Context: an optimization exercise on an open-source flow, tuned for small area. The choices shown serve that exercise and are no tape-out recipe. In this exercise RTL edits were held to simulation tests only and were not proved equivalent to the original. No driver is modelled on the clock port, so clocking that relies on it looks cheaper here than on a real chip. Power is estimated from default activity; no workload was simulated.

// dht_fsm
module dht_fsm (
    input  wire        clk,
    input  wire        rst,         
    input  wire [1:0]  cmd,         
    input  wire        unit,        
    input  wire        line_in,     
    input  wire [31:0] now,         
    output wire        line_dir,    
    output wire        line_drv,    
    output wire        busy,
    output wire [2:0]  err_out,
    output wire [39:0] frame_out,
    output wire [15:0] hum_raw,
    output wire        temp_sign,
    output wire [14:0] temp_mag,
    output wire [15:0] hum_out,
    output wire [17:0] temp_out
);
For scale: roughly 7600 um2 of cells after synthesis.
export LEC_CHECK = 0
export CAP_MARGIN = 20
export CORE_MARGIN = 2
export CORE_UTILIZATION = 60
export SLEW_MARGIN = 20
create_clock -name core_clock -period 20.0 [get_ports {clk}]
standard.sh (not shown) runs the stock make flow with config.mk's settings and CLKGATE_MAP_FILE= SYNTH_SCRIPT=/design/flow/synth_recipe.tcl, a recipe that flattens the netlist after the stock synthesis.
==> flow/flow/run.sh <==
#!/bin/bash
# Layout flow: the standard ORFS flow with three changes.
#  1. Synthesis: the standard flow's synthesis script, except that full/half adders are
#     not extracted into fa/ha cells and ABC maps with an area-oriented
#     script (flow/abc_area.script). Registers are inferred and mapped by
#     the unchanged steps before ABC, so they match the standard synthesis.
#  2. Port buffers use the smallest buffer cell (buf_1).
#  3. Clock tree: clkbuf_8 buffers, no dummy loads; after CTS each clock
#     buffer is downsized while the estimated flip-flop clock-pin slew stays
#     under 110 ps (flow/downsize_clk.tcl).
# Each tool's output goes to a log of its own here and under orfs/logs.
set -o pipefail
HERE=$(pwd)
export BUFFER_PORTS_ARGS="-buffer_cell sky130_fd_sc_hd__buf_1"
export POST_CTS_TCL="$HERE/flow/downsize_clk.tcl"
export CLK_SLEW_EST_LIMIT=0.110
export CTS_ARGS="-sink_clustering_enable -repair_clock_nets -buf_list sky130_fd_sc_hd__clkbuf_8 -dont_use_dummy_load"

SYN=$FLOW_HOME/scripts/synth.tcl
L=$(grep -n "^# Technology mapping of adders" "$SYN" | cut -d: -f1)
sed "$((L+1))s|^if {\$|if {0 \&\& |; s|log_cmd abc {\*}\$abc_args|log_cmd abc -script $HERE/flow/abc_area.script {*}[lrange \$abc_args 2 end]|" "$SYN" > own_synth_core.tcl
sed "s|source \$::env(SCRIPTS_DIR)/synth.tcl|source $HERE/own_synth_core.tcl|" synth_recipe.tcl > own_synth.tcl
grep -q "abc_area.script" own_synth_core.tcl || { echo "synth patch failed" > synth.log; exit 1; }
grep -q "own_synth_core.tcl" own_synth.tcl || { echo "synth patch failed" > synth.log; exit 1; }

MK=$(grep '^make ' standard.sh | sed "s|SYNTH_SCRIPT=[^ ]*|SYNTH_SCRIPT=$HERE/own_synth.tcl|; s|\"\${@:-finish}\"|synth|")
echo "$MK" > synth_cmd.log
eval "$MK" > synth.log 2>&1 || exit 1
bash standard.sh finish > standard.log 2>&1
Other scripts of this flow, unchanged in this note and not shown: flow/flow/abc_area.script, flow/flow/downsize_clk.tcl
The baseline went through all stages and came out clean.
Rerun with:
--- a/flow/config.mk
+++ b/flow/config.mk
@@ -6,6 +6,7 @@
 export NUM_CORES = 4
 export LEC_CHECK = 0
-export CAP_MARGIN = 20
+export CAP_MARGIN = 0
 export CORE_MARGIN = 2
 export CORE_UTILIZATION = 60
-export SLEW_MARGIN = 20
+export GPL_TIMING_DRIVEN = 0
+export SLEW_MARGIN = 0
Effect: Cell count rose by 3.7%. Wire length rose by 1.5%. Cell area rose by 3.6%. Synthesized area does not change. First-iteration DRC count fell by 0.82%. Worst hold slack gets better by 0.019 ns. Total power rose by 0.53%.
Rerun with:
--- a/flow/config.mk
+++ b/flow/config.mk
@@ -6,7 +6,6 @@
 export NUM_CORES = 4
 export LEC_CHECK = 0
-export CAP_MARGIN = 0
+export CAP_MARGIN = 20
 export CORE_MARGIN = 2
-export CORE_UTILIZATION = 60
-export GPL_TIMING_DRIVEN = 0
-export SLEW_MARGIN = 0
+export CORE_UTILIZATION = 40
+export SLEW_MARGIN = 20
After rerunning:
- The new run completed without violations
- area after synthesis stays the same
- combinational power goes down by about 2%
- clock skew goes down by 0.018 ns
- via count goes down by 5.4%
- sequential power is about the same
- utilization goes down by 24 points
- hold slack loses 0.0042 ns
- critical path depth goes down by 1
- global-route usage goes down by 7.3 points
- count of clock-buffer cells in the layout is unchanged
Rerun with:
--- a/flow/config.mk
+++ b/flow/config.mk
@@ -6,6 +6,7 @@
 export NUM_CORES = 4
 export LEC_CHECK = 0
-export CAP_MARGIN = 20
+export CAP_MARGIN = 0
 export CORE_MARGIN = 2
-export CORE_UTILIZATION = 40
-export SLEW_MARGIN = 20
+export CORE_UTILIZATION = 80
+export PLACE_DENSITY = 0.85
+export SLEW_MARGIN = 0
Result: The changed run finished with timing, DRC and antenna clean; clock power hardly moves; routed wire length increases by about a fifth; power is higher by a few percent; global-route usage increases by 20 points; sequential power goes up slightly.

## re-timing with driven ports
How much do the figures lean on ideal ports? The routed layouts below were timed once more, with nothing changed but the port constraints. Step 1: set_driving_cell puts a clkbuf_16 on clk and a buf_2 on each other input, an assumption about the parent block. Step 2 times the ports against the registers' clock, not the clock port: input delays grow and output delays shrink by t, the midpoint of the rising clock arrivals with the driver on. Slacks: ideal / step 1 / step 2; pairs: ideal / step 1.
run | shift t [ns] | setup WS [ns] | hold slack, ns
the first run | 0.701 | 7.079 / 7.056 / 7.056 | 0.413 / 0.413 / 0.413
the second run | 0.720 | 6.973 / 6.950 / 6.950 | 0.433 / 0.433 / 0.433
the third run | 0.716 | 7.236 / 7.208 / 7.208 | 0.428 / 0.429 / 0.429
the fourth run | 0.445 | 6.925 / 6.894 / 6.894 | 0.447 / 0.447 / 0.447
After both steps every run listed still meets setup and hold. For the fourth run, which loses most, drivers alone change the setup slack by -0.031 ns; drivers and shift together by -0.031 ns.
